This is an optimization exercise on Yosys and OpenROAD, whose aim is small area, a short achievable clock period and few clock cycles, not a production implementation. In this exercise RTL edits were held to simulation tests only and were not proved equivalent to the original. Power figures rest on the tool's default switching activity, not on a simulated workload.

--- flow/config.mk ---
export PLATFORM = sky130hd
export DESIGN_NAME = chunk_codec
export DESIGN_NICKNAME = chunk_codec
export VERILOG_FILES = /design/flow/design.v
export SDC_FILE = /design/flow/constraint.sdc
export NUM_CORES = 4
export LEC_CHECK = 0
export CAP_MARGIN = 20
export CORE_MARGIN = 2
export CORE_UTILIZATION = 40
export SLEW_MARGIN = 20
--- flow/constraint.sdc ---
create_clock -name core_clock -period 10.0 [get_ports {clk}]
set_input_delay 2.0000 -clock core_clock [delete_from_list [all_inputs] [get_ports {clk}]]
set_output_delay 2.0000 -clock core_clock [all_outputs]
set_load 0.01 [all_outputs]
--- flow/run.sh ---
#!/bin/bash
# synth_recipe.tcl (not shown) runs the flow's synth.tcl, then flattens the netlist and writes it again
# the make line also repeats each setting of config.mk as NAME=value (left out here)
make -C /OpenROAD-flow-scripts/flow DESIGN_CONFIG=/design/flow/config.mk WORK_HOME=/design/flow/orfs CLKGATE_MAP_FILE= SYNTH_SCRIPT=/design/flow/synth_recipe.tcl finish
--- flow/design.v ---
module chunk_codec (
    input             clk,
    input             rst,         
    input             wr_en,
    input      [7:0]  wr_addr,
    input      [31:0] wr_data,
    input      [7:0]  rd_addr,
    output reg [31:0] rd_data,
    output            busy
);
    localparam [7:0] C_TYPE_FROM_BYTES = 8'h10, C_TYPE_FROM_TEXT = 8'h11,
                     C_RAW_BYTES = 8'h12, C_IS_VALID = 8'h13, C_IS_RSV_VALID = 8'h14,
                     C_IS_CRITICAL = 8'h15, C_IS_PUBLIC = 8'h16, C_IS_SAFE = 8'h17,
                     C_TYPE_TO_TEXT = 8'h18, C_CRC32 = 8'h20, C_CONSTRUCT = 8'h30,
                     C_PARSE = 8'h31, C_LENGTH = 8'h32, C_TYPE_CODE = 8'h33,
                     C_PAYLOAD = 8'h34, C_CHECKSUM = 8'h35, C_AS_TEXT = 8'h36,
                     C_SERIALIZE = 8'h37;
    localparam [3:0] E_EMPTY = 4'd1, E_TRUNC = 4'd2, E_CRC = 4'd3, E_LEN = 4'd4,
                     E_CHAR = 4'd5, E_UTF8 = 4'd6, E_NOVAL = 4'd8, E_ILLEGAL = 4'd10;
    localparam [2:0] R_ZERO = 3'd0, R_BIT = 3'd1, R_LEN = 3'd2, R_SUM = 3'd3, R_CRC = 3'd4;
    localparam [1:0] O_NONE = 2'd0, O_TYPE = 2'd1, O_PAY = 2'd2, O_FRAME = 2'd3;
    localparam [1:0] J_CRC = 2'd0, J_CONS = 2'd1, J_PARSE = 2'd2;
    function [31:0] crc8;
        input [31:0] c;
        input [7:0]  b;
        integer k;
        begin
            crc8 = c ^ {24'd0, b};
            for (k = 0; k < 8; k = k + 1)
                crc8 = crc8[0] ? ((crc8 >> 1) ^ 32'hEDB88320) : (crc8 >> 1);
        end
    endfunction
    function [5:0] utf8;
        input [5:0] s;
        input [7:0] b;
        reg       bad, in_range;
        reg [1:0] need, need_n;
        reg [2:0] kind, kind_n;
        begin
            bad = s[5]; need = s[4:3]; kind = s[2:0];
            need_n = 2'd0; kind_n = 3'd0;
            case (kind)
                3'd1:    in_range = (b[7:5] == 3'b101);
                3'd2:    in_range = (b[7:5] == 3'b100);
                3'd3:    in_range = (b[7:6] == 2'b10) && (b[5:4] != 2'b00);
                3'd4:    in_range = (b[7:4] == 4'b1000);
                default: in_range = (b[7:6] == 2'b10);
            endcase
            if (need != 2'd0) begin
                if (in_range) need_n = need - 2'd1;
                else          bad = 1'b1;
            end else if (b <= 8'h7F) begin
                need_n = 2'd0;
            end else if (b >= 8'hC2 && b <= 8'hDF) begin
                need_n = 2'd1;
            end else if (b == 8'hE0) begin
                need_n = 2'd2; kind_n = 3'd1;
            end else if (b == 8'hED) begin
                need_n = 2'd2; kind_n = 3'd2;
            end else if (b >= 8'hE1 && b <= 8'hEF) begin
                need_n = 2'd2;
            end else if (b == 8'hF0) begin
                need_n = 2'd3; kind_n = 3'd3;
            end else if (b >= 8'hF1 && b <= 8'hF3) begin
                need_n = 2'd3;
            end else if (b == 8'hF4) begin
                need_n = 2'd3; kind_n = 3'd4;
            end else begin
                bad = 1'b1;
            end
            utf8 = {bad, need_n, kind_n};
        end
    endfunction
    function is_letter;
        input [7:0] b;
        begin
            is_letter = (b[7:5] == 3'b010 || b[7:5] == 3'b011) &&
                        (b[4:0] != 5'd0) && (b[4:0] <= 5'd26);
        end
    endfunction
    reg [31:0] ib [0:7];       
    reg [31:0] pm [0:7];       
    reg        pm_off;         
    reg [5:0]  ib_len;
    reg [31:0] tin;
    reg        t_valid;
    reg [31:0] t;
    reg        r_valid;
    reg [5:0]  r_len;
    reg [31:0] r_type;
    reg [31:0] r_crc;          
    reg        r_utf;          
    reg [3:0]  err;
    reg [2:0]  res_sel;
    reg        res_bit;
    reg [1:0]  ob_sel;
    reg        run;
    reg [1:0]  job;
    reg [2:0]  kp;             
    reg [5:0]  rem;            
    reg [31:0] acc;            
    reg [5:0]  us;             
    assign busy = run;
    wire issue = wr_en && (wr_addr == 8'h00) && !run;
    wire [7:0] cmd = wr_data[7:0];
    wire [31:0] e_word = run ? ib[kp] : t;
    wire [31:0] e_c0   = run ? acc : 32'hFFFFFFFF;
    wire [5:0]  e_u0   = run ? us : 6'd0;
    wire [31:0] e_c1 = crc8(e_c0, e_word[31:24]);
    wire [31:0] e_c2 = crc8(e_c1, e_word[23:16]);
    wire [31:0] e_c3 = crc8(e_c2, e_word[15:8]);
    wire [31:0] e_c4 = crc8(e_c3, e_word[7:0]);
    wire [5:0]  e_u1 = utf8(e_u0, e_word[31:24]);
    wire [5:0]  e_u2 = utf8(e_u1, e_word[23:16]);
    wire [5:0]  e_u3 = utf8(e_u2, e_word[15:8]);
    wire [5:0]  e_u4 = utf8(e_u3, e_word[7:0]);
    wire        last = (rem <= 6'd4);
    reg  [31:0] e_c;
    reg  [5:0]  e_u;
    always @* begin
        case (last ? rem[1:0] : 2'd0)
            2'd1:    begin e_c = e_c1; e_u = e_u1; end
            2'd2:    begin e_c = e_c2; e_u = e_u2; end
            2'd3:    begin e_c = e_c3; e_u = e_u3; end
            default: begin e_c = e_c4; e_u = e_u4; end
        endcase
    end
    wire u_ok4   = !e_u4[5] && (e_u4[4:3] == 2'd0);
    wire u_ok    = !e_u[5] && (e_u[4:3] == 2'd0);
    wire u_ok_r  = !us[5] && (us[4:3] == 2'd0);
    wire pay_wd  = (job == J_CONS) || (kp >= 3'd2);
    reg [31:0] stored;
    always @* begin
        case (r_len[1:0])
            2'd1:    stored = {r_crc[23:0], e_word[31:24]};
            2'd2:    stored = {r_crc[15:0], e_word[31:16]};
            2'd3:    stored = {r_crc[7:0],  e_word[31:8]};
            default: stored = e_word;
        endcase
    end
    wire [31:0] p_len  = ib[0];
    wire        p_fits = (p_len[31:6] == 26'd0) && (p_len[5:0] <= ib_len - 6'd12);
    wire letters = is_letter(ib[0][31:24]) && is_letter(ib[0][23:16]) &&
                   is_letter(ib[0][15:8])  && is_letter(ib[0][7:0]);
    integer i;
    always @(posedge clk) begin
        if (!rst && wr_en && !run && wr_addr[7:3] == 5'b01000)
            ib[wr_addr[2:0]] <= wr_data;
        if (!rst && issue && (cmd == C_CONSTRUCT || cmd == C_PARSE))
            for (i = 0; i < 8; i = i + 1) pm[i] <= ib[i];
    end
    always @(posedge clk) begin
        if (rst) begin
            run     <= 1'b0;
            ib_len  <= 6'd0;
            tin     <= 32'd0;
            t_valid <= 1'b0;
            r_valid <= 1'b0;
            err     <= 4'd0;
            res_sel <= R_ZERO;
            ob_sel  <= O_NONE;
        end else if (!run) begin
            if (wr_en) begin
                if (wr_addr == 8'h05) ib_len <= wr_data[5:0];
                if (wr_addr == 8'h07) tin <= wr_data;
            end
            if (issue) begin
                err     <= 4'd0;
                res_sel <= R_ZERO;
                ob_sel  <= O_NONE;
                acc     <= 32'hFFFFFFFF;
                us      <= 6'd0;
                kp      <= 3'd0;
                rem     <= ib_len;
                case (cmd)
                C_TYPE_FROM_BYTES: begin
                    t       <= tin;
                    t_valid <= 1'b1;
                end
                C_TYPE_FROM_TEXT: begin
                    if (ib_len != 6'd4) begin
                        t_valid <= 1'b0;
                        err     <= E_LEN;
                    end else if (!letters) begin
                        t_valid <= 1'b0;
                        err     <= E_CHAR;
                    end else begin
                        t       <= ib[0];
                        t_valid <= 1'b1;
                    end
                end
                C_RAW_BYTES: begin
                    if (!t_valid) err <= E_NOVAL;
                    else          ob_sel <= O_TYPE;
                end
                C_IS_VALID, C_IS_RSV_VALID, C_IS_CRITICAL, C_IS_PUBLIC, C_IS_SAFE: begin
                    if (!t_valid) err <= E_NOVAL;
                    else begin
                        res_sel <= R_BIT;
                        case (cmd[2:0])
                            3'd5:    res_bit <= ~t[29];
                            3'd6:    res_bit <= ~t[21];
                            3'd7:    res_bit <= t[5];
                            default: res_bit <= ~t[13];
                        endcase
                    end
                end
                C_TYPE_TO_TEXT: begin
                    if (!t_valid)   err <= E_NOVAL;
                    else if (!u_ok4) err <= E_UTF8;
                    else            ob_sel <= O_TYPE;
                end
                C_CRC32: begin
                    res_sel <= R_CRC;
                    job     <= J_CRC;
                    if (ib_len != 6'd0) run <= 1'b1;
                end
                C_CONSTRUCT: begin
                    r_valid <= 1'b0;
                    if (!t_valid) err <= E_NOVAL;
                    else begin
                        job    <= J_CONS;
                        pm_off <= 1'b0;
                        r_len  <= ib_len;
                        r_type <= t;
                        acc    <= e_c4;
                        if (ib_len != 6'd0) run <= 1'b1;
                        else begin
                            r_crc   <= ~e_c4;
                            r_utf   <= 1'b1;
                            r_valid <= 1'b1;
                        end
                    end
                end
                C_PARSE: begin
                    r_valid <= 1'b0;
                    if (ib_len == 6'd0)     err <= E_EMPTY;
                    else if (ib_len < 6'd12) err <= E_TRUNC;
                    else if (!p_fits)        err <= E_TRUNC;
                    else begin
                        job    <= J_PARSE;
                        pm_off <= 1'b1;
                        r_len  <= p_len[5:0];
                        r_type <= ib[1];
                        kp     <= 3'd1;
                        rem    <= p_len[5:0] + 6'd4;
                        run    <= 1'b1;
                    end
                end
                C_LENGTH: begin
                    if (!r_valid) err <= E_NOVAL;
                    else          res_sel <= R_LEN;
                end
                C_TYPE_CODE: begin
                    t_valid <= 1'b0;
                    if (!r_valid) err <= E_NOVAL;
                    else begin
                        t       <= r_type;
                        t_valid <= 1'b1;
                    end
                end
                C_PAYLOAD: begin
                    if (!r_valid) err <= E_NOVAL;
                    else          ob_sel <= O_PAY;
                end
                C_CHECKSUM: begin
                    if (!r_valid) err <= E_NOVAL;
                    else          res_sel <= R_SUM;
                end
                C_AS_TEXT: begin
                    if (!r_valid)   err <= E_NOVAL;
                    else if (!r_utf) err <= E_UTF8;
                    else            ob_sel <= O_PAY;
                end
                C_SERIALIZE: begin
                    if (!r_valid) err <= E_NOVAL;
                    else          ob_sel <= O_FRAME;
                end
                default: err <= E_ILLEGAL;
                endcase
            end
        end else begin
            kp <= kp + 3'd1;
            if (rem != 6'd0) begin
                acc <= e_c;
                rem <= last ? 6'd0 : rem - 6'd4;
                if (pay_wd) us <= e_u;
                if (job == J_PARSE) r_crc <= e_word;
                if (last && job == J_CRC) run <= 1'b0;
                if (last && job == J_CONS) begin
                    r_crc   <= ~e_c;
                    r_utf   <= u_ok;
                    r_valid <= 1'b1;
                    run     <= 1'b0;
                end
            end else begin
                r_crc <= stored;
                if (~acc != stored) err <= E_CRC;
                else begin
                    r_utf   <= u_ok_r;
                    r_valid <= 1'b1;
                end
                run <= 1'b0;
            end
        end
    end
    reg [31:0] res_v;
    always @* begin
        case (res_sel)
            R_BIT:   res_v = {31'd0, res_bit};
            R_LEN:   res_v = {26'd0, r_len};
            R_SUM:   res_v = r_crc;
            R_CRC:   res_v = ~acc;
            default: res_v = 32'd0;
        endcase
    end
    wire        e_crc = (err == E_CRC);
    reg  [5:0]  ob_len;
    always @* begin
        case (ob_sel)
            O_TYPE:  ob_len = 6'd4;
            O_PAY:   ob_len = r_len;
            O_FRAME: ob_len = r_len + 6'd12;
            default: ob_len = 6'd0;
        endcase
    end
    wire [3:0]  ob_k   = rd_addr[3:0];
    wire        frame  = ob_sel[0];
    wire [2:0]  pm_add = {frame & ~pm_off, frame ^ pm_off, 1'b0};    
    wire [31:0] pm_w   = pm[ob_k[2:0] + pm_add];
    reg  [31:0] crc_rot;
    always @* begin
        case (r_len[1:0])
            2'd1:    crc_rot = {r_crc[7:0],   r_crc[31:8]};
            2'd2:    crc_rot = {r_crc[15:0],  r_crc[31:16]};
            2'd3:    crc_rot = {r_crc[23:0],  r_crc[31:24]};
            default: crc_rot = r_crc;
        endcase
    end
    wire [3:0]  ob_j = ob_k - 4'd2;
    reg  [31:0] ob_v;
    always @* begin
        if (ob_sel == O_TYPE)
            ob_v = t;
        else if (ob_sel == O_PAY)
            ob_v = pm_w;
        else if (ob_k == 4'd0)
            ob_v = {26'd0, r_len};
        else if (ob_k == 4'd1)
            ob_v = r_type;
        else begin
            for (i = 0; i < 4; i = i + 1)
                ob_v[31 - 8 * i -: 8] =
                    ((ob_j < {1'b0, r_len[5:2]}) ||
                     (ob_j == {1'b0, r_len[5:2]} && i < r_len[1:0]))
                    ? pm_w[31 - 8 * i -: 8] : crc_rot[31 - 8 * i -: 8];
        end
    end
    always @* begin
        case (rd_addr[7:6])
            2'b01:   rd_data = ib[rd_addr[2:0]];
            2'b10:   rd_data = ob_v;
            default: begin
                case (rd_addr[2:0])
                    3'd1:    rd_data = {26'd0, r_valid, t_valid, err};
                    3'd2:    rd_data = res_v;
                    3'd3:    rd_data = e_crc ? ~acc : 32'd0;
                    3'd4:    rd_data = e_crc ? r_crc : 32'd0;
                    3'd5:    rd_data = {26'd0, ib_len};
                    3'd6:    rd_data = {26'd0, ob_len};
                    default: rd_data = tin;
                endcase
            end
        endcase
    end
endmodule
==> implementation parameters, run 1 <==
Parameter                              Value

Outcome
  Outcome ... no timing/DRC/antenna violations

Critical path
  Critical path buffer and inverter count ... 5
  Gate family responsible for the most delay along the worst path ... compound AO/OA/AOI/OAI gates
  Largest stage delay on the critical path ... 0.88 ns
  Flop-to-flop setup slack ... 1.65 ns
  Critical path fanouts, max ... 32
  Critical path arrival ... 6.69 ns
  CP dominant cell by count ... sky130_fd_sc_hd__a21oi_1
  Launching element type of the critical path ... input port
  Req. time, crit path ... 8.00 ns
  Critical path class ... in -> out
  Cell type of the slowest stage on the worst timing path ... sky130_fd_sc_hd__a211oi_1
  Kind of capture point of the worst setup path ... primary output
  Worst path cell trace ... buf_4, inv_1, ha_1, inv_1, ha_1, o21ai_0, nand2b_1, a21oi_1, buf_4, a211oi_1, a211oi_1, a21oi_1, nor2_1, a21oi_1, mux2i_1, o21ai_0, a21oi_1, a211oi_1, a21oi_1, clkdlybuf4s50_1

Global route
  GR Util met3 ... 7.21%
  Wire length of the first global-routing pass ... 250 mm
  Global routing usage on met2 ... 48.7%
  Number of antenna violations at the first check in global routing ... 13
  Met1 Usage GRT ... 40.7%
  Remaining global-route overflow ... 0
  GRT Resource Usage Total ... 31.2%
  Via count of the first global-routing pass ... 34,000
  Pin count of the biggest net entering global routing ... 115
  Layer carrying the most global-route usage ... met2

Timing
  RSZ-0062 raised after global routing ... false
  Number of endpoints failing setup at the final stage ... 0
  Final worst clock skew ... 0.0526 ns
  Worst slew margin relative to its limit ... 17.2%
  Measured slew at the worst slew-check pin ... 1.23 ns
  Worst-case hold slack ... 0.452 ns
  Slew Viols, Final ... 0
  Time the final worst path needs with I/O delays and setup ... 8.69 ns
  Final hold viol count ... 0
  Final worst-path cycle share ... 86.9%
  Fmax achieved ... 115 MHz

Synthesis
  EDFF count, synth ... 666
  Post-Synthesis Net Count ... 4,128
  Top FF cell, synth ... sky130_fd_sc_hd__edfxtp_1
  Number of synthesis warnings ... 2
  Top post-synthesis cells by count ... sky130_fd_sc_hd__edfxtp_1, sky130_fd_sc_hd__nand2_1, sky130_fd_sc_hd__a21oi_1
  Area share of the largest cell type after synthesis ... 45.9%
  Sequential-to-total area share from yosys stat ... 48.3%
  Ranking of synthesized cells by area ... sky130_fd_sc_hd__edfxtp_1, sky130_fd_sc_hd__mux4_2, sky130_fd_sc_hd__nand2_1
  Share of synthesized flip-flops with an asynchronous set or reset ... 0%
  Cell with the most instances after synthesis ... sky130_fd_sc_hd__edfxtp_1
  Number of synthesized register bits ... 719
  Cell area after technology mapping ... 43,600 µm²
  Cells after synthesis ... 4,046
  Post-synthesis area per instance ... 10.8 µm²
  Dominant cell type by area after synthesis ... sky130_fd_sc_hd__edfxtp_1
  Number of unique standard cell types used by synthesis ... 98

Final layout
  Post-layout instance area ... 49,000 µm²
  Register Area ... 21,100 µm²
  Ratio of cells with drive above 1 in the final layout ... 12.2%
  Fillers ... 10,100
  Relative area change from synthesis to final layout ... 12.3%
  Area of the multi-input gates ... 21,400 µm²
  Final std cells w/o fill ... 5,536
  Fin nets ... 4,133
  Final standard cell utilization of the core ... 45.1%

Detailed routing
  DRT antenna net count ... 0
  Total wirelength of the detailed-routed design ... 177 mm
  DRC violation count after routing ... 0
  Number of detailed-routing iterations run before antenna repair ... 6
  Detailed Route Iter0 Violations ... 5,430
  Average wire per cell in the routed design ... 32.0 µm
  Total number of vias ... 35,900
  Mean number of vias per cell ... 6.49

Placement
  Cell area reported after detailed placement ... 46,300 µm²
  Cells after DPL ... 5,383
  Placer congestion estimate ... 1.02
  Half-perimeter wire length of the detailed placement result ... 124 mm
  Port-buffer cells ... 81

Floorplan
  Effective utilization at floorplan ... 40.2%
  Number of top-level design ports ... 84
  Die extent in y ... 334 µm
  Die width ... 334 µm
  Area enclosed by the die boundary ... 112,000 µm²
  Core box area ... 109,000 µm²
  Cell row count ... 121

Power and ir drop
  Switching share of power ... 23.4%
  Internal power component ... 5.14 mW
  Tot Pwr ... 6.72 mW
  Worst ir drop on vdd ... 0.125 mV
  Cell leakage power ... 16.7 nW
  Switch Pwr ... 1.57 mW
  Portion of total power attributed to the clock network ... 45.3%
  Sequential share of power ... 48.4%
  Share of total power in combinational logic ... 6.3%
  Pwr dens ... 137 nW/µm²

Clock tree
  Clk Tree Root Cell ... sky130_fd_sc_hd__clkbuf_16
  Post-CTS sizing ... 0
  Clock Latency Late Sink ... 0.68 ns
  Postcts setup bufs ... 0
  CTS Hold Bufs ... 0
  Clock-pin transition on the worst setup and hold timing paths ... 0.06 ns
  H-tree depth ... 3
  Clock buffers created by TritonCTS ... 80
  TritonCTS clock tree ... built
  Number of clock sinks ... 719
  Clock tree buffer depth ... 3

Run
  Max-cap viol count ... 0

Min path
  Type of the worst min-delay path ... reg -> reg
cell type report:
class	instances	area share (%)
antenna	3	0.0153
timing repair buffer	212	3.77
inverter	70	0.539
clock inverter	36	0.868
multi-input combinational	2968	43.6
tap	1414	3.61
sequential	719	43.0
clock buffer	114	4.57
power by group through the flow:
stage,registers [mW],clock network [mW],logic [mW]
after floorplan,3.32,0,0.221
after global routing,3.25,3.17,0.445
after global placement,3.32,0,0.411
after CTS,3.25,3.05,0.415
final,3.25,3.04,0.422
after detailed placement,3.32,0,0.414
worst reg2reg max path: cells and delay by family (launching register included):
kind            cells  cell delay [ns]
xor+xnor            9             4.50
simple gates        2             1.21
buf+inv             1             0.33
flops               1             0.33
compound gates      5             1.73
flip-flops by register name (all words and copies together), names as in the netlist, 2 cells and up, named ones only:
signal   flops
kp           3
ob_sel       2
r_type      32
ib_len       6
ib         256
tin         32
r_len        6
t           32
rem          6
job          2
pm         256
err          4
us           6
acc         32
r_crc       32
res_sel      3
layout by cell type, fill, tap and decap left out, types with 18 or more instances in the layout:
cell type                         Yosys  final
sky130_fd_sc_hd__or3_1               18     18
sky130_fd_sc_hd__a221oi_1            38     38
sky130_fd_sc_hd__mux2i_1            145    145
sky130_fd_sc_hd__nand3_1             56     56
sky130_fd_sc_hd__xnor3_1             31     31
sky130_fd_sc_hd__mux4_2             114    114
sky130_fd_sc_hd__buf_4                4    127
sky130_fd_sc_hd__clkbuf_16            0     81
sky130_fd_sc_hd__edfxtp_1           666    666
sky130_fd_sc_hd__xnor2_1            194    192
sky130_fd_sc_hd__clkbuf_1           212     24
sky130_fd_sc_hd__nor3_1              45     39
sky130_fd_sc_hd__nand4_1             22     22
sky130_fd_sc_hd__o21ai_0            250    250
sky130_fd_sc_hd__inv_1               67     65
sky130_fd_sc_hd__nor2_1             261    250
sky130_fd_sc_hd__a211oi_1            34     34
sky130_fd_sc_hd__clkdlybuf4s50_1      0     77
sky130_fd_sc_hd__nor2b_1             26     24
sky130_fd_sc_hd__a31oi_1             38     36
sky130_fd_sc_hd__a22oi_1            142    142
sky130_fd_sc_hd__dfxtp_1             53     50
sky130_fd_sc_hd__a21oi_1            303    301
sky130_fd_sc_hd__o22ai_1             25     25
sky130_fd_sc_hd__o211ai_1            71     71
sky130_fd_sc_hd__nand2_1            616    614
sky130_fd_sc_hd__ha_1                31     29
sky130_fd_sc_hd__nand2b_1            24     24
sky130_fd_sc_hd__o221ai_1            28     28
sky130_fd_sc_hd__xor2_1              98     98
sky130_fd_sc_hd__mux2_2              35     35
sky130_fd_sc_hd__o21a_1              24     24
worst paths after layout:
check	to	depth (start not counted)	start
min reg2reg	pm[7][31]	0	ib[7][31]
max	rd_data[0]	20	rd_addr[1]
min	pm[7][31]	0	ib[7][31]
max reg2reg	acc[19]	17	register
routing by layer:
layer / routed length, µm / vias to the layer above
li1: - / 15300
met1: 67000 / 17700
met2: 79500 / 2443
met3: 19900 / 476
met4: 10500 / 4
met5: 32 / -
kinds of logic after synthesis:
kind of cell,after synthesis,synth area share (%)
xor gates and xnor gates,360,9.29
and+or+nand+nor,1155,11.4
muxes,294,10.1
DFF,719,48.3
AOI/OAI and AO/OA,1127,16.7
buffers and inverters,359,3.28
adders and majority gates,32,0.912
through the flow:
stage	TNS [ns]	setup slack [ns]
6_report	0	1.31
5_1_grt	0	1.10
3_3_place_gp	0	1.60
3_5_place_dp	0	1.58
4_1_cts	0	1.57
2_1_floorplan	-334.96	-1.31
Testbench counts, summed over its fixed seeds: cycles 18,552.
==> inputs of run 2 (changes only) <==
--- a/flow/design.v
+++ b/flow/design.v
@@ -104,5 +104,7 @@
     wire issue = wr_en && (wr_addr == 8'h00) && !run;
     wire [7:0] cmd = wr_data[7:0];
-    wire [31:0] e_word = run ? ib[kp] : t;
+    wire [2:0]  ib_idx = run ? kp : rd_addr[2:0];
+    wire [31:0] ib_w   = ib[ib_idx];
+    wire [31:0] e_word = run ? ib_w : t;
     wire [31:0] e_c0   = run ? acc : 32'hFFFFFFFF;
     wire [5:0]  e_u0   = run ? us : 6'd0;
@@ -119,5 +121,5 @@
     reg  [5:0]  e_u;
     always @* begin
-        case (last ? rem[1:0] : 2'd0)
+        case ((run && last) ? rem[1:0] : 2'd0)
             2'd1:    begin e_c = e_c1; e_u = e_u1; end
             2'd2:    begin e_c = e_c2; e_u = e_u2; end
@@ -227,5 +229,5 @@
                         if (ib_len != 6'd0) run <= 1'b1;
                         else begin
-                            r_crc   <= ~e_c4;
+                            r_crc   <= ~e_c;
                             r_utf   <= 1'b1;
                             r_valid <= 1'b1;
@@ -359,5 +361,5 @@
     always @* begin
         case (rd_addr[7:6])
-            2'b01:   rd_data = ib[rd_addr[2:0]];
+            2'b01:   rd_data = ib_w;
             2'b10:   rd_data = ob_v;
             default: begin
--- a/flow/config.mk
+++ b/flow/config.mk
@@ -6,6 +6,8 @@
 export NUM_CORES = 4
 export LEC_CHECK = 0
+export ABC_AREA = 1
 export CAP_MARGIN = 20
 export CORE_MARGIN = 2
 export CORE_UTILIZATION = 40
+export SETUP_SLACK_MARGIN = 4
 export SLEW_MARGIN = 20
==> implementation parameters, run 2 <==
Parameter                              Value

Detailed routing
  Total number of vias ... 42,900
  DRC violation count after routing ... 0
  Mean number of vias per cell ... 6.30
  Detailed Route Iter0 Violations ... 5,659
  Number of detailed-routing iterations run before antenna repair ... 27
  Average wire per cell in the routed design ... 29.6 µm
  DRT antenna net count ... 0
  Total wirelength of the detailed-routed design ... 201 mm

Critical path
  R2R Path End ... acc[18]
  Flop-to-flop setup slack ... 3.76 ns
  Register-to-Register Path Depth ... 40
  Req. time, crit path ... 8.00 ns
  Worst path cell trace ... buf_12, ha_4, or2_4, nand2_8, inv_12, nand2_4, clkinvlp_4, buf_12, a221oi_4, nand3_1, o21ai_2, nand2_1, o311ai_2, o21ai_1, o21ai_1, nand2_1, o2111ai_2, a31oi_2, buf_2
  Largest stage delay on the critical path ... 0.32 ns
  Cell type of the slowest stage on the worst timing path ... sky130_fd_sc_hd__a221oi_4
  Critical path buffer and inverter count ... 5
  Critical path fanouts, max ... 9
  Reg2Reg Launch Point ... run
  Kind of capture point of the worst setup path ... primary output
  Critical path arrival ... 4.70 ns
  Critical path class ... in -> out
  Launching element type of the critical path ... input port
  Gate family responsible for the most delay along the worst path ... compound AO/OA/AOI/OAI gates

Power and ir drop
  Cell leakage power ... 22.1 nW
  Worst ir drop on vdd ... 0.131 mV
  Pwr dens ... 117 nW/µm²

Synthesis
  Number of synthesized register bits ... 716
  EDFF count, synth ... 666
  Post-synthesis area per instance ... 8.70 µm²
  Cells after synthesis ... 4,890
  Cell area after technology mapping ... 42,600 µm²
  Area share of the largest cell type after synthesis ... 47.0%
  Number of unique standard cell types used by synthesis ... 65
  Share of synthesized flip-flops with an asynchronous set or reset ... 0%
  Top FF cell, synth ... sky130_fd_sc_hd__edfxtp_1
  Sequential-to-total area share from yosys stat ... 49.3%
  Cell with the most instances after synthesis ... sky130_fd_sc_hd__nand2_1
  Ranking of synthesized cells by area ... sky130_fd_sc_hd__edfxtp_1, sky130_fd_sc_hd__nand2_1, sky130_fd_sc_hd__nand3_1
  Top post-synthesis cells by count ... sky130_fd_sc_hd__nand2_1, sky130_fd_sc_hd__edfxtp_1, sky130_fd_sc_hd__inv_1
  Post-Synthesis Net Count ... 4,971
  Number of synthesis warnings ... 2
  Dominant cell type by area after synthesis ... sky130_fd_sc_hd__edfxtp_1

Clock tree
  H-tree depth ... 3
  Clock-pin transition on the worst setup and hold timing paths ... 0.06 ns
  Clk Tree Root Cell ... sky130_fd_sc_hd__clkbuf_16
  Number of clock sinks ... 716
  Clock tree buffer depth ... 3
  Clock Latency Late Sink ... 0.67 ns
  Clock buffers created by TritonCTS ... 79
  TritonCTS clock tree ... built

Placement
  Half-perimeter wire length of the detailed placement result ... 130 mm
  Placer congestion estimate ... 0.981
  Port-buffer cells ... 81
  Worst setup timing slack at the placement stage ... 1.07 ns
  Cell area reported after detailed placement ... 45,100 µm²

Timing
  Worst slew margin relative to its limit ... 18.0%
  Slew Viols, Final ... 0
  Measured slew at the worst slew-check pin ... 1.20 ns
  Number of endpoints failing setup at the final stage ... 0
  Final hold viol count ... 0
  Setup TNS Final ... 0 ns
  Time the final worst path needs with I/O delays and setup ... 6.70 ns
  Fmax achieved ... 149 MHz
  Final worst-path cycle share ... 67.0%
  RSZ-0062 raised after global routing ... true
  Final WS setup ... 3.30 ns
  Final worst clock skew ... 0.0352 ns

Global route
  Number of antenna violations at the first check in global routing ... 3
  Pin count of the biggest net entering global routing ... 124
  Wire length of the first global-routing pass ... 272 mm
  GRT Resource Usage Total ... 34.7%
  Via count of the first global-routing pass ... 38,300
  Remaining global-route overflow ... 0

Final layout
  Final standard cell utilization of the core ... 55.5%
  Most used cells in the layout excluding fill and tap cells ... sky130_fd_sc_hd__nand2_1, sky130_fd_sc_hd__edfxtp_1, sky130_fd_sc_hd__buf_4
  Relative area change from synthesis to final layout ... 37.5%
  Ratio of cells with drive above 1 in the final layout ... 33.4%
  Commonest non-fill, non-tap cell in the layout ... sky130_fd_sc_hd__nand2_1
  Fin nets ... 5,426
  Post-layout instance area ... 58,500 µm²

Floorplan
  Die width ... 330 µm
  Effective utilization at floorplan ... 40.4%
  Core box area ... 105,000 µm²
  Die extent in y ... 330 µm
  Area enclosed by the die boundary ... 109,000 µm²
  Number of top-level design ports ... 84
  Cell row count ... 119

Min path
  Hold depth ... 0
  Type of the worst min-delay path ... reg -> reg
  Min-Delay Endpoint ... pm[3][6]
  Hold wc startpoint ... ib[3][6]

Outcome
  Outcome ... no timing/DRC/antenna violations

Run
  Max-cap viol count ... 0
-- run 2: cell type report --
class,instances,area (µm²)
Sequential cell,716,21000
Tap cell,1391,1740
Timing Repair inverter,1,5.00
Fill cell,9129,46900
Clock inverter,32,297
Antenna cell,3,7.51
Multi-Input combinational cell,3466,25200
Clock buffer,113,2270
Inverter,466,1950
Timing Repair Buffer,615,6010
-- run 2: power breakdown --
part           internal (mW)  switching, mW
Combinational          0.258          0.422
Sequential              3.24       0.000866
Clock                   1.67           1.28
Total                   5.17           1.70
-- run 2: routing by layer --
| metal | GRT usage [%] | wire [µm] | vias to the layer above |
|---|---|---|---|
| met1 | 47.5 | 77400 | 21200 |
| met3 | 8.20 | 24300 | 615 |
| met4 | 14.2 | 11400 | 4 |
| li1 | - | - | 18300 |
| met5 | 0 | 29 | - |
| met2 | 53.0 | 88200 | 2822 |
-- run 2: metrics by stage --
| step | hold slack (ns) | total power [mW] | std cells |
|---|---|---|---|
| after floorplan | 0.417 | 3.57 | 4890 |
| after global placement | 0.421 | 3.79 | 6221 |
| after detailed placement | 0.426 | 3.79 | 6221 |
| after CTS | 0.427 | 6.81 | 6588 |
| after global routing | 0.439 | 7.02 | 6800 |
| final | 0.430 | 6.87 | 6803 |
-- run 2: how the worst max path moves through the flow --
stage / endpoint / cells past startpoint / slack, ns / start
floorplan: pm[0][0] / 9 / 2.90 / wr_addr[5]
global placement: err[2] / 39 / 1.10 / rd_addr[0]
detailed placement: err[2] / 39 / 1.07 / rd_addr[0]
CTS: rd_data[6] / 17 / 3.29 / rd_addr[2]
global route: rd_data[0] / 21 / 3.19 / rd_addr[1]
finish: rd_data[5] / 19 / 3.30 / rd_addr[1]
-- run 2: cells by family (layout without fill, tap and decap cells) --
| kind of cell | after synthesis | count (layout) | synth area share (%) |
|---|---|---|---|
| fa+ha+maj | 30 | 30 | 0.882 |
| buf+inv | 714 | 1227 | 6.88 |
| xor+xnor | 158 | 158 | 3.72 |
| simple gates | 2152 | 2156 | 22.4 |
| compound gates | 1120 | 1122 | 16.7 |
| other cells | 0 | 3 | 0 |
| flops | 716 | 716 | 49.3 |
-- run 2: timing repair --
| item | 4_1_cts | 5_1_grt |
|---|---|---|
| hold buffers | 0 | 0 |
| endpoints found under the setup margin | 110 | 109 |
| hold endpoints to repair | 0 | 0 |
| setup buffers | 205 | 209 |
| gates resized for setup | 767 | 935 |
| pin swaps | 196 | 392 |
| gates cloned | 17 | 3 |
Testbench counts of run 2, summed over its fixed seeds: cycles 18,552.
==> inputs of run 3 (changes only) <==
--- a/flow/design.v
+++ b/flow/design.v
@@ -31,43 +31,29 @@
         end
     endfunction
-    function [5:0] utf8;
-        input [5:0] s;
+    function [7:0] utf8;
+        input [7:0] s;
         input [7:0] b;
-        reg       bad, in_range;
-        reg [1:0] need, need_n;
-        reg [2:0] kind, kind_n;
+        reg asc, c8, c9, ca, cn, l2, e0, e1, ed, f0, f13, f4;
         begin
-            bad = s[5]; need = s[4:3]; kind = s[2:0];
-            need_n = 2'd0; kind_n = 3'd0;
-            case (kind)
-                3'd1:    in_range = (b[7:5] == 3'b101);
-                3'd2:    in_range = (b[7:5] == 3'b100);
-                3'd3:    in_range = (b[7:6] == 2'b10) && (b[5:4] != 2'b00);
-                3'd4:    in_range = (b[7:4] == 4'b1000);
-                default: in_range = (b[7:6] == 2'b10);
-            endcase
-            if (need != 2'd0) begin
-                if (in_range) need_n = need - 2'd1;
-                else          bad = 1'b1;
-            end else if (b <= 8'h7F) begin
-                need_n = 2'd0;
-            end else if (b >= 8'hC2 && b <= 8'hDF) begin
-                need_n = 2'd1;
-            end else if (b == 8'hE0) begin
-                need_n = 2'd2; kind_n = 3'd1;
-            end else if (b == 8'hED) begin
-                need_n = 2'd2; kind_n = 3'd2;
-            end else if (b >= 8'hE1 && b <= 8'hEF) begin
-                need_n = 2'd2;
-            end else if (b == 8'hF0) begin
-                need_n = 2'd3; kind_n = 3'd3;
-            end else if (b >= 8'hF1 && b <= 8'hF3) begin
-                need_n = 2'd3;
-            end else if (b == 8'hF4) begin
-                need_n = 2'd3; kind_n = 3'd4;
-            end else begin
-                bad = 1'b1;
-            end
-            utf8 = {bad, need_n, kind_n};
+            asc = !b[7];
+            c8  = (b[7:4] == 4'h8);
+            c9  = (b[7:4] == 4'h9);
+            ca  = (b[7:5] == 3'b101);
+            cn  = (b[7:6] == 2'b10);
+            l2  = (b[7:5] == 3'b110) && (b[4:1] != 4'd0);
+            e0  = (b == 8'hE0);
+            ed  = (b == 8'hED);
+            e1  = (b[7:4] == 4'hE) && !e0 && !ed;
+            f0  = (b == 8'hF0);
+            f13 = (b[7:2] == 6'b111100) && (b[1:0] != 2'd0);
+            f4  = (b == 8'hF4);
+            utf8[0] = (s[0] & asc) | (s[1] & cn);
+            utf8[1] = (s[0] & l2) | (s[2] & cn) | (s[4] & ca) | (s[5] & (c8 | c9));
+            utf8[2] = (s[0] & e1) | (s[3] & cn) | (s[6] & (c9 | ca)) | (s[7] & c8);
+            utf8[3] = s[0] & f13;
+            utf8[4] = s[0] & e0;
+            utf8[5] = s[0] & ed;
+            utf8[6] = s[0] & f0;
+            utf8[7] = s[0] & f4;
         end
     endfunction
@@ -100,24 +86,22 @@
     reg [5:0]  rem;            
     reg [31:0] acc;            
-    reg [5:0]  us;             
+    reg [7:0]  us;             
     assign busy = run;
     wire issue = wr_en && (wr_addr == 8'h00) && !run;
     wire [7:0] cmd = wr_data[7:0];
-    wire [2:0]  ib_idx = run ? kp : rd_addr[2:0];
-    wire [31:0] ib_w   = ib[ib_idx];
-    wire [31:0] e_word = run ? ib_w : t;
+    wire [31:0] e_word = run ? ib[kp] : t;
     wire [31:0] e_c0   = run ? acc : 32'hFFFFFFFF;
-    wire [5:0]  e_u0   = run ? us : 6'd0;
+    wire [7:0]  e_u0   = run ? us : 8'd1;
     wire [31:0] e_c1 = crc8(e_c0, e_word[31:24]);
     wire [31:0] e_c2 = crc8(e_c1, e_word[23:16]);
     wire [31:0] e_c3 = crc8(e_c2, e_word[15:8]);
     wire [31:0] e_c4 = crc8(e_c3, e_word[7:0]);
-    wire [5:0]  e_u1 = utf8(e_u0, e_word[31:24]);
-    wire [5:0]  e_u2 = utf8(e_u1, e_word[23:16]);
-    wire [5:0]  e_u3 = utf8(e_u2, e_word[15:8]);
-    wire [5:0]  e_u4 = utf8(e_u3, e_word[7:0]);
+    wire [7:0]  e_u1 = utf8(e_u0, e_word[31:24]);
+    wire [7:0]  e_u2 = utf8(e_u1, e_word[23:16]);
+    wire [7:0]  e_u3 = utf8(e_u2, e_word[15:8]);
+    wire [7:0]  e_u4 = utf8(e_u3, e_word[7:0]);
     wire        last = (rem <= 6'd4);
     reg  [31:0] e_c;
-    reg  [5:0]  e_u;
+    reg  [7:0]  e_u;
     always @* begin
         case ((run && last) ? rem[1:0] : 2'd0)
@@ -128,7 +112,7 @@
         endcase
     end
-    wire u_ok4   = !e_u4[5] && (e_u4[4:3] == 2'd0);
-    wire u_ok    = !e_u[5] && (e_u[4:3] == 2'd0);
-    wire u_ok_r  = !us[5] && (us[4:3] == 2'd0);
+    wire u_ok4   = e_u4[0];
+    wire u_ok    = e_u[0];
+    wire u_ok_r  = us[0];
     wire pay_wd  = (job == J_CONS) || (kp >= 3'd2);
     reg [31:0] stored;
@@ -172,5 +156,5 @@
                 ob_sel  <= O_NONE;
                 acc     <= 32'hFFFFFFFF;
-                us      <= 6'd0;
+                us      <= 8'd1;
                 kp      <= 3'd0;
                 rem     <= ib_len;
@@ -327,8 +311,11 @@
         endcase
     end
-    wire [3:0]  ob_k   = rd_addr[3:0];
-    wire        frame  = ob_sel[0];
-    wire [2:0]  pm_add = {frame & ~pm_off, frame ^ pm_off, 1'b0};    
-    wire [31:0] pm_w   = pm[ob_k[2:0] + pm_add];
+    wire [3:0]  ob_k  = rd_addr[3:0];
+    wire        o_typ = (ob_sel == O_TYPE);
+    wire        o_pay = (ob_sel == O_PAY);
+    wire        o_frm = (ob_sel == O_FRAME);
+    wire [1:0]  pm_o  = {o_frm & ~pm_off, (o_pay & pm_off) | (o_frm & ~pm_off)};
+    wire [1:0]  pm_hi = ob_k[2:1] + pm_o;
+    wire [31:0] pm_w  = pm[{pm_hi, ob_k[0]}];
     reg  [31:0] crc_rot;
     always @* begin
@@ -340,39 +327,33 @@
         endcase
     end
-    wire [3:0]  ob_j = ob_k - 4'd2;
+    wire [3:0]  lw2   = {1'b0, r_len[5:2]} + 4'd2;
+    wire        k_in  = (ob_k < lw2);
+    wire        k_eq  = (ob_k == lw2);
+    wire        hdr   = o_typ || (o_frm && ob_k[3:1] == 3'd0);
+    wire [31:0] hdr_v = o_typ ? t : (ob_k[0] ? r_type : {26'd0, r_len});
     reg  [31:0] ob_v;
     always @* begin
-        if (ob_sel == O_TYPE)
-            ob_v = t;
-        else if (ob_sel == O_PAY)
-            ob_v = pm_w;
-        else if (ob_k == 4'd0)
-            ob_v = {26'd0, r_len};
-        else if (ob_k == 4'd1)
-            ob_v = r_type;
-        else begin
-            for (i = 0; i < 4; i = i + 1)
-                ob_v[31 - 8 * i -: 8] =
-                    ((ob_j < {1'b0, r_len[5:2]}) ||
-                     (ob_j == {1'b0, r_len[5:2]} && i < r_len[1:0]))
-                    ? pm_w[31 - 8 * i -: 8] : crc_rot[31 - 8 * i -: 8];
-        end
+        for (i = 0; i < 4; i = i + 1)
+            ob_v[31 - 8 * i -: 8] =
+                hdr ? hdr_v[31 - 8 * i -: 8] :
+                (o_pay || k_in || (k_eq && i < r_len[1:0])) ? pm_w[31 - 8 * i -: 8]
+                                                             : crc_rot[31 - 8 * i -: 8];
     end
+    reg [31:0] reg_v;
     always @* begin
-        case (rd_addr[7:6])
-            2'b01:   rd_data = ib_w;
-            2'b10:   rd_data = ob_v;
-            default: begin
-                case (rd_addr[2:0])
-                    3'd1:    rd_data = {26'd0, r_valid, t_valid, err};
-                    3'd2:    rd_data = res_v;
-                    3'd3:    rd_data = e_crc ? ~acc : 32'd0;
-                    3'd4:    rd_data = e_crc ? r_crc : 32'd0;
-                    3'd5:    rd_data = {26'd0, ib_len};
-                    3'd6:    rd_data = {26'd0, ob_len};
-                    default: rd_data = tin;
-                endcase
-            end
+        case (rd_addr[2:0])
+            3'd1:    reg_v = {26'd0, r_valid, t_valid, err};
+            3'd2:    reg_v = res_v;
+            3'd3:    reg_v = e_crc ? ~acc : 32'd0;
+            3'd4:    reg_v = e_crc ? r_crc : 32'd0;
+            3'd5:    reg_v = {26'd0, ib_len};
+            3'd6:    reg_v = {26'd0, ob_len};
+            default: reg_v = tin;
         endcase
     end
+    always @* begin
+        if (rd_addr[7])      rd_data = ob_v;
+        else if (rd_addr[6]) rd_data = ib[rd_addr[2:0]];
+        else                 rd_data = reg_v;
+    end
 endmodule
--- a/flow/config.mk
+++ b/flow/config.mk
@@ -9,5 +9,5 @@
 export CAP_MARGIN = 20
 export CORE_MARGIN = 2
-export CORE_UTILIZATION = 40
+export CORE_UTILIZATION = 60
 export SETUP_SLACK_MARGIN = 4
 export SLEW_MARGIN = 20
==> implementation parameters, run 3 <==
Parameter                              Value

Timing
  Number of endpoints failing setup at the final stage ... 0
  Time the final worst path needs with I/O delays and setup ... 6.64 ns
  Setup TNS Final ... 0 ns
  Worst-case hold slack ... 0.442 ns
  Worst slew margin relative to its limit ... 20.2%
  Final worst-path cycle share ... 66.4%
  Final worst clock skew ... 0.0367 ns
  Fmax achieved ... 151 MHz
  Slew Viols, Final ... 0
  Final hold viol count ... 0
  RSZ-0062 raised after global routing ... true
  Measured slew at the worst slew-check pin ... 1.18 ns

Detailed routing
  Total wirelength of the detailed-routed design ... 201 mm
  Average wire per cell in the routed design ... 32.2 µm
  Total number of vias ... 45,100
  Mean number of vias per cell ... 7.23
  Detailed Route Iter0 Violations ... 9,482
  DRC violation count after routing ... 0
  DRT antenna net count ... 0
  Number of detailed-routing iterations run before antenna repair ... 15

Synthesis
  Number of synthesized register bits ... 721
  Share of synthesized flip-flops with an asynchronous set or reset ... 0%
  Sequential-to-total area share from yosys stat ... 48.5%
  EDFF count, synth ... 668
  Number of unique standard cell types used by synthesis ... 63
  Cell area after technology mapping ... 43,600 µm²
  Dominant cell type by area after synthesis ... sky130_fd_sc_hd__edfxtp_1
  Cells after synthesis ... 5,091
  Ranking of synthesized cells by area ... sky130_fd_sc_hd__edfxtp_1, sky130_fd_sc_hd__nand2_1, sky130_fd_sc_hd__nand3_1
  Top FF cell, synth ... sky130_fd_sc_hd__edfxtp_1
  Number of synthesis warnings ... 2
  Area share of the largest cell type after synthesis ... 46.0%
  Post-Synthesis Net Count ... 5,165
  Cell with the most instances after synthesis ... sky130_fd_sc_hd__nand2_1
  Top post-synthesis cells by count ... sky130_fd_sc_hd__nand2_1, sky130_fd_sc_hd__edfxtp_1, sky130_fd_sc_hd__inv_1
  Post-synthesis area per instance ... 8.56 µm²

Floorplan
  Die width ... 274 µm
  Cell row count ... 98
  Core box area ... 71,700 µm²
  Die extent in y ... 274 µm
  Number of top-level design ports ... 84
  Area enclosed by the die boundary ... 74,800 µm²
  Effective utilization at floorplan ... 60.8%

Clock tree
  Clock tree buffer depth ... 3
  Clk Tree Root Cell ... sky130_fd_sc_hd__clkbuf_16
  H-tree depth ... 3
  TritonCTS clock tree ... built
  Number of clock sinks ... 721
  Clock buffers created by TritonCTS ... 77
  Clock Latency Late Sink ... 0.68 ns
  CTS Hold Bufs ... 0
  Clock-pin transition on the worst setup and hold timing paths ... 0.06 ns

Global route
  GRT Resource Usage Total ... 52.1%
  Via count of the first global-routing pass ... 41,200
  Global routing usage on met2 ... 72.2%
  Pin count of the biggest net entering global routing ... 160
  Remaining global-route overflow ... 0
  GR Util met3 ... 24.7%
  Number of antenna violations at the first check in global routing ... 13
  Met1 Usage GRT ... 64.2%
  Layer carrying the most global-route usage ... met2
  Wire length of the first global-routing pass ... 280 mm

Placement
  Half-perimeter wire length of the detailed placement result ... 133 mm
  Port-buffer cells ... 81
  Placer congestion estimate ... 1.09
  Cells after DPL ... 5,976

Critical path
  R2R Path End ... r_crc[19]
  Critical path fanouts, max ... 5
  CP dominant cell by count ... sky130_fd_sc_hd__buf_12
  Largest stage delay on the critical path ... 0.27 ns
  Critical path class ... in -> out
  Cell type of the slowest stage on the worst timing path ... sky130_fd_sc_hd__a221oi_2
  Worst path cell trace ... buf_12, ha_4, xor2_4, or2_4, nand2_8, clkinvlp_4, buf_6, nor2_4, buf_12, buf_12, buf_4, a22o_1, a221oi_2, nand4_1, o221ai_2, a32oi_2, buf_2
  Req. time, crit path ... 8.00 ns
  Launching element type of the critical path ... input port
  Flop-to-flop setup slack ... 4.00 ns
  Register-to-Register Path Depth ... 27
  Kind of capture point of the worst setup path ... primary output
  Critical path arrival ... 4.64 ns
  Critical path buffer and inverter count ... 7
  Gate family responsible for the most delay along the worst path ... buffers and inverters

Final layout
  Fin nets ... 5,278
  Commonest non-fill, non-tap cell in the layout ... sky130_fd_sc_hd__nand2_1
  Relative area change from synthesis to final layout ... 14.9%
  Final std cells w/o fill ... 6,227
  Ratio of cells with drive above 1 in the final layout ... 14.2%
  Most used cells in the layout excluding fill and tap cells ... sky130_fd_sc_hd__nand2_1, sky130_fd_sc_hd__edfxtp_1, sky130_fd_sc_hd__inv_1

Min path
  Min-Delay Endpoint ... pm[6][13]
  Type of the worst min-delay path ... reg -> reg
  Hold wc startpoint ... ib[6][13]
  Hold depth ... 0

Run
  Max-cap viol count ... 0

Outcome
  Outcome ... no timing/DRC/antenna violations

Power and ir drop
  Cell leakage power ... 18.9 nW
  Worst ir drop on vdd ... 0.184 mV
  Pwr dens ... 131 nW/µm²
[run 3: logic make-up after synthesis]
group / after synthesis / share of synthesized area (%)
AOI/OAI and AO/OA: 1158 / 17.6
xor gates and xnor gates: 146 / 3.04
adders and majority gates: 23 / 0.660
buffers and inverters: 756 / 6.86
DFF: 721 / 48.5
and+or+nand+nor: 2287 / 23.4
[run 3: per-layer routing]
metal	up-vias	part of all wire (%)
li1	18400	-
met4	14	9.2
met3	1269	18
met1	20800	33
met2	4559	39
met5	-	0.11
[run 3: what timing repair did]
action                                  in CTS  in global routing
pin swaps                                   64                 55
cloned                                       6                  2
endpoints found under the setup margin      69                 86
resized for setup                          292                 86
setup buffers                               62                 27
endpoints found under the hold margin        0                  0
[run 3: cell type report]
| type | count | area [µm²] |
|---|---|---|
| repair buffers | 291 | 2820 |
| clock buffers | 98 | 2030 |
| clock inverters | 44 | 418 |
| fillers | 5444 | 21600 |
| diodes | 10 | 25.0 |
| repair inverters | 1 | 7.51 |
| flip-flops and latches | 721 | 21100 |
| multi-input cells | 3615 | 20600 |
| inverters | 497 | 1910 |
| well taps | 950 | 1190 |
[run 3: metrics by stage]
step	setup WS (ns)	instance area (µm²)	total power, mW	util [%]
floorplan	2.91	43700	3.48	-
global placement	1.66	45600	3.65	63.6
detailed placement	1.53	45600	3.65	63.6
CTS	3.52	49400	6.45	68.8
global route	3.36	50100	6.62	69.8
finish	3.36	50100	6.54	69.9
[run 3: worst reg2reg max path: cells and delay by family (launching register included)]
kind                   cells  cell delay (ns)
and+or+nand+nor           20             3.11
buffers and inverters      4             1.27
AOI/OAI and AO/OA          3             0.96
DFF                        1             0.38
[run 3: worst max path at each step]
stage	from	end	slack, ns	depth (start not counted)
detailed placement	rd_addr[1]	rd_data[31]	1.53	14
global route	rd_addr[1]	rd_data[22]	3.36	17
floorplan	wr_addr[5]	pm[0][0]	2.91	9
CTS	rd_addr[1]	rd_data[24]	3.52	17
global placement	rd_addr[1]	rd_data[31]	1.66	14
finish	rd_addr[1]	rd_data[22]	3.36	17
[run 3: report_power, final]
part | leakage, nW | switching [mW] | internal, mW | total, mW
logic | 11.3 | 0.282 | 0.149 | 0.431
clock network | 1.18 | 1.29 | 1.56 | 2.85
registers | 6.43 | 0.00117 | 3.26 | 3.26
Testbench counts of run 3, summed over its fixed seeds: cycles 18,552.
==> inputs of run 4 (changes only) <==
--- a/flow/design.v
+++ b/flow/design.v
@@ -83,5 +83,5 @@
     reg        run;
     reg [1:0]  job;
-    reg [2:0]  kp;             
+    reg [7:0]  kh;             
     reg [5:0]  rem;            
     reg [31:0] acc;            
@@ -90,5 +90,10 @@
     wire issue = wr_en && (wr_addr == 8'h00) && !run;
     wire [7:0] cmd = wr_data[7:0];
-    wire [31:0] e_word = run ? ib[kp] : t;
+    reg  [31:0] e_word;
+    always @* begin
+        e_word = {32{!run}} & t;
+        for (j = 0; j < 8; j = j + 1)
+            e_word = e_word | ({32{kh[j]}} & ib[j]);
+    end
     wire [31:0] e_c0   = run ? acc : 32'hFFFFFFFF;
     wire [7:0]  e_u0   = run ? us : 8'd1;
@@ -115,5 +120,5 @@
     wire u_ok    = e_u[0];
     wire u_ok_r  = us[0];
-    wire pay_wd  = (job == J_CONS) || (kp >= 3'd2);
+    wire pay_wd  = (job == J_CONS) || !(kh[0] || kh[1]);
     reg [31:0] stored;
     always @* begin
@@ -129,5 +134,5 @@
     wire letters = is_letter(ib[0][31:24]) && is_letter(ib[0][23:16]) &&
                    is_letter(ib[0][15:8])  && is_letter(ib[0][7:0]);
-    integer i;
+    integer i, j;
     always @(posedge clk) begin
         if (!rst && wr_en && !run && wr_addr[7:3] == 5'b01000)
@@ -139,4 +144,5 @@
         if (rst) begin
             run     <= 1'b0;
+            kh      <= 8'd0;
             ib_len  <= 6'd0;
             tin     <= 32'd0;
@@ -157,5 +163,4 @@
                 acc     <= 32'hFFFFFFFF;
                 us      <= 8'd1;
-                kp      <= 3'd0;
                 rem     <= ib_len;
                 case (cmd)
@@ -200,5 +205,5 @@
                     res_sel <= R_CRC;
                     job     <= J_CRC;
-                    if (ib_len != 6'd0) run <= 1'b1;
+                    if (ib_len != 6'd0) begin run <= 1'b1; kh <= 8'd1; end
                 end
                 C_CONSTRUCT: begin
@@ -211,5 +216,5 @@
                         r_type <= t;
                         acc    <= e_c4;
-                        if (ib_len != 6'd0) run <= 1'b1;
+                        if (ib_len != 6'd0) begin run <= 1'b1; kh <= 8'd1; end
                         else begin
                             r_crc   <= ~e_c;
@@ -229,5 +234,5 @@
                         r_len  <= p_len[5:0];
                         r_type <= ib[1];
-                        kp     <= 3'd1;
+                        kh     <= 8'd2;
                         rem    <= p_len[5:0] + 6'd4;
                         run    <= 1'b1;
@@ -267,5 +272,5 @@
             end
         end else begin
-            kp <= kp + 3'd1;
+            kh <= {kh[6:0], 1'b0};
             if (rem != 6'd0) begin
                 acc <= e_c;
@@ -273,5 +278,5 @@
                 if (pay_wd) us <= e_u;
                 if (job == J_PARSE) r_crc <= e_word;
-                if (last && job == J_CRC) run <= 1'b0;
+                if (last && job == J_CRC) begin run <= 1'b0; kh <= 8'd0; end
                 if (last && job == J_CONS) begin
                     r_crc   <= ~e_c;
@@ -279,4 +284,5 @@
                     r_valid <= 1'b1;
                     run     <= 1'b0;
+                    kh      <= 8'd0;
                 end
             end else begin
@@ -288,4 +294,5 @@
                 end
                 run <= 1'b0;
+                kh  <= 8'd0;
             end
         end
@@ -312,10 +319,16 @@
     end
     wire [3:0]  ob_k  = rd_addr[3:0];
+    wire [7:0]  kd    = 8'd1 << rd_addr[2:0];
     wire        o_typ = (ob_sel == O_TYPE);
     wire        o_pay = (ob_sel == O_PAY);
     wire        o_frm = (ob_sel == O_FRAME);
-    wire [1:0]  pm_o  = {o_frm & ~pm_off, (o_pay & pm_off) | (o_frm & ~pm_off)};
-    wire [1:0]  pm_hi = ob_k[2:1] + pm_o;
-    wire [31:0] pm_w  = pm[{pm_hi, ob_k[0]}];
+    wire [7:0]  pd    = (o_pay && pm_off)  ? {kd[5:0], kd[7:6]} :
+                        (o_frm && !pm_off) ? {kd[1:0], kd[7:2]} : kd;
+    reg  [31:0] pm_w;
+    always @* begin
+        pm_w = 32'd0;
+        for (j = 0; j < 8; j = j + 1)
+            pm_w = pm_w | ({32{pd[j]}} & pm[j]);
+    end
     reg  [31:0] crc_rot;
     always @* begin
@@ -340,4 +353,10 @@
                                                              : crc_rot[31 - 8 * i -: 8];
     end
+    reg [31:0] ib_r;
+    always @* begin
+        ib_r = 32'd0;
+        for (j = 0; j < 8; j = j + 1)
+            ib_r = ib_r | ({32{kd[j]}} & ib[j]);
+    end
     reg [31:0] reg_v;
     always @* begin
@@ -354,5 +373,5 @@
     always @* begin
         if (rd_addr[7])      rd_data = ob_v;
-        else if (rd_addr[6]) rd_data = ib[rd_addr[2:0]];
+        else if (rd_addr[6]) rd_data = ib_r;
         else                 rd_data = reg_v;
     end
--- a/flow/config.mk
+++ b/flow/config.mk
@@ -6,5 +6,4 @@
 export NUM_CORES = 4
 export LEC_CHECK = 0
-export ABC_AREA = 1
 export CAP_MARGIN = 20
 export CORE_MARGIN = 2
==> implementation parameters, run 4 <==
Parameter                              Value

Power and ir drop
  Cell leakage power ... 17.2 nW
  Worst ir drop on vdd ... 0.163 mV
  Tot Pwr ... 6.67 mW
  Pwr dens ... 135 nW/µm²

Detailed routing
  Number of detailed-routing iterations run before antenna repair ... 14
  Average wire per cell in the routed design ... 40.1 µm
  Total number of vias ... 39,000
  Total wirelength of the detailed-routed design ... 197 mm
  DRC violation count after routing ... 0
  DRT antenna net count ... 0
  Detailed Route Iter0 Violations ... 8,730
  Mean number of vias per cell ... 7.94

Floorplan
  Number of top-level design ports ... 84
  Core box area ... 68,800 µm²
  Cell row count ... 96
  Effective utilization at floorplan ... 60.8%
  Die extent in y ... 268 µm
  Die width ... 268 µm
  Area enclosed by the die boundary ... 71,900 µm²

Synthesis
  Dominant cell type by area after synthesis ... sky130_fd_sc_hd__edfxtp_1
  Number of synthesis warnings ... 2
  Top FF cell, synth ... sky130_fd_sc_hd__edfxtp_1
  Cell with the most instances after synthesis ... sky130_fd_sc_hd__edfxtp_1
  Ranking of synthesized cells by area ... sky130_fd_sc_hd__edfxtp_1, sky130_fd_sc_hd__nand2_1, sky130_fd_sc_hd__xnor2_1
  Sequential-to-total area share from yosys stat ... 50.5%
  Number of unique standard cell types used by synthesis ... 89
  Area share of the largest cell type after synthesis ... 47.7%
  Post-Synthesis Net Count ... 3,831
  Cell area after technology mapping ... 41,900 µm²
  Post-synthesis area per instance ... 11.1 µm²
  Cells after synthesis ... 3,759
  Number of synthesized register bits ... 723
  EDFF count, synth ... 665
  Share of synthesized flip-flops with an asynchronous set or reset ... 0%
  Top post-synthesis cells by count ... sky130_fd_sc_hd__edfxtp_1, sky130_fd_sc_hd__nand2_1, sky130_fd_sc_hd__nor2_1

Timing
  Fmax achieved ... 147 MHz
  Final hold viol count ... 0
  Time the final worst path needs with I/O delays and setup ... 6.81 ns
  RSZ-0062 raised after global routing ... true
  Final worst clock skew ... 0.0502 ns
  Measured slew at the worst slew-check pin ... 1.29 ns
  Slew Viols, Final ... 0
  Number of endpoints failing setup at the final stage ... 0
  Worst slew margin relative to its limit ... 13.4%
  Final worst-path cycle share ... 68.1%

Clock tree
  Clock-pin transition on the worst setup and hold timing paths ... 0.06 ns
  H-tree depth ... 3
  CTS Hold Bufs ... 0
  Clk Tree Root Cell ... sky130_fd_sc_hd__clkbuf_16
  Clock buffers created by TritonCTS ... 77
  TritonCTS clock tree ... built
  Clock tree buffer depth ... 3
  Clock Latency Late Sink ... 0.69 ns
  Number of clock sinks ... 723

Final layout
  Fillers ... 4,526
  Final standard cell utilization of the core ... 71.7%
  Commonest non-fill, non-tap cell in the layout ... sky130_fd_sc_hd__edfxtp_1
  Post-layout instance area ... 49,400 µm²
  Ratio of cells with drive above 1 in the final layout ... 19.1%
  Fin nets ... 3,981
  Relative area change from synthesis to final layout ... 18.0%
  Most used cells in the layout excluding fill and tap cells ... sky130_fd_sc_hd__edfxtp_1, sky130_fd_sc_hd__nand2_1, sky130_fd_sc_hd__nor2_1

Global route
  GRT Resource Usage Total ... 53.8%
  Wire length of the first global-routing pass ... 268 mm
  Pin count of the biggest net entering global routing ... 158
  Remaining global-route overflow ... 0
  Number of antenna violations at the first check in global routing ... 21
  Via count of the first global-routing pass ... 36,600

Outcome
  Outcome ... no timing/DRC/antenna violations

Run
  Max-cap viol count ... 0

Critical path
  Req. time, crit path ... 8.00 ns
  Critical path class ... in -> out
  Kind of capture point of the worst setup path ... primary output
  Critical path fanouts, max ... 18
  Launching element type of the critical path ... input port
  Critical path arrival ... 4.81 ns

Placement
  Port-buffer cells ... 81
  Cell area reported after detailed placement ... 44,000 µm²
  Half-perimeter wire length of the detailed placement result ... 121 mm
  Placer congestion estimate ... 1.09

Min path
  Type of the worst min-delay path ... reg -> reg
-- run 4: cell types whose count changed in the layout (fill, tap and decap cells not counted), sizes merged, moves of 94 or more --
cell	previous run	this run
mux2i	0	94
nand3	405	84
nand2	1328	452
xnor2	43	214
a22oi	30	168
o21ai	320	214
inv	491	53
-- run 4: worst paths after layout --
kind                            startpoint     endpoint  slack (ns)  depth (start not counted)
worst min-delay path                tin[1]       tin[1]        0.46                          2
worst max register to register         run    r_crc[17]        3.95                         15
worst min register to register      tin[1]       tin[1]        0.46                          2
worst max-delay path            rd_addr[1]  rd_data[31]        3.19                         15
-- run 4: cell type report --
type                    instances  area [µm²]  area share [%]
diodes                         11        27.5          0.0557
clock buffers                  94        2030            4.11
clock inverters                43         485           0.983
inverters                      53         243           0.492
multi-input cells            2717       20900            42.3
flip-flops and latches        723       21200            42.8
well taps                     931        1160            2.36
repair buffers                335        3380            6.84
repair inverters                2        17.5          0.0355
-- run 4: power by group --
part	leakage, nW	internal (mW)	total [mW]	switching [mW]
Clock	1.21	1.62	2.91	1.29
Combinational	9.63	0.184	0.497	0.313
Sequential	6.37	3.27	3.27	0.00197
-- run 4: critical path, stage by stage --
cell and delay (ns):
sky130_fd_sc_hd__buf_16 0.12, sky130_fd_sc_hd__buf_12 0.12, sky130_fd_sc_hd__clkinvlp_4 0.10, sky130_fd_sc_hd__buf_4 0.15, sky130_fd_sc_hd__nor3_2 0.06, sky130_fd_sc_hd__a31o_2 0.30, sky130_fd_sc_hd__a22o_4 0.35, sky130_fd_sc_hd__buf_12 0.20
sky130_fd_sc_hd__a21oi_1 0.18, sky130_fd_sc_hd__a21oi_1 0.09, sky130_fd_sc_hd__a211oi_1 0.20, sky130_fd_sc_hd__a21oi_1 0.10, sky130_fd_sc_hd__a222oi_1 0.31, sky130_fd_sc_hd__mux2i_1 0.24, sky130_fd_sc_hd__buf_2 0.25
-- run 4: kinds of logic (layout without fill, tap and decap cells) --
kind of cell | Yosys count | after routing | share of synthesized area [%]
multiplexers | 171 | 172 | 5.10
AO/OA/AOI/OAI | 1094 | 1095 | 18.0
flip-flops | 723 | 723 | 50.5
AND/OR/NAND/NOR | 1042 | 1047 | 10.9
buffers and inverters | 326 | 527 | 3.07
XOR/XNOR | 382 | 382 | 11.8
adder cells (fa/ha/maj) | 21 | 21 | 0.628
other | 0 | 11 | 0
-- run 4: per-stage QoR --
step / setup TNS (ns) / hold slack [ns] / std cells / setup WS (ns)
5_1_grt: 0 / 0.482 / 4901 / 3.16
4_1_cts: 0 / 0.460 / 4847 / 3.42
3_3_place_gp: 0 / 0.443 / 4612 / 2.07
6_report: 0 / 0.463 / 4909 / 3.19
3_5_place_dp: 0 / 0.451 / 4612 / 1.95
2_1_floorplan: -363.58 / 0.436 / 3759 / -1.42
-- run 4: repair_timing --
item / CTS / global route
gates resized for setup: 321 / 95
buffers inserted: 81 / 47
cloned: 17 / 1
pin swaps: 71 / 72
endpoints found under the setup margin: 96 / 67
-- run 4: layer usage --
metal,routed length (µm),GRT usage [%],vias up
met3,36700,28.8,1570
li1,-,-,14700
met2,78000,74.2,4508
met1,61000,62.5,18200
met5,459,3.92,-
met4,20500,40.6,24
Testbench counts of run 4, summed over its fixed seeds: cycles 18,552.

[what the ideal ports hide]
In the flow no input, the clock included, has a driving cell. The finished layouts below were timed again as built, in two steps. Step 1, drivers: a clkbuf_16 drives clk and a buf_2 each remaining input, both assumed. Step 2 adds t to the input delays and takes it off the output delays; t is the mean of the earliest and latest rising clock arrival at the registers after step 1. Input paths then give back, and output paths get back, about the clock's delay inside the block. a / b / c = ideal ports / drivers / drivers and shift; a / b = the first two.
run | shift t [ns] | setup slack, ns | slew at the worst register clock pin (ns)
run 1 | 0.726 | 1.311 / 1.286 / 1.286 | 0.07 / 0.07
run 2 | 0.726 | 3.298 / 3.245 / 2.950 | 0.07 / 0.07
run 3 | 0.732 | 3.362 / 3.286 / 3.286 | 0.07 / 0.07
run 4 | 0.738 | 3.194 / 3.048 / 3.048 | 0.08 / 0.08
After both steps every run listed still meets setup and hold. For run 2, which loses most, drivers alone change the setup slack by -0.053 ns; drivers and shift together by -0.348 ns.
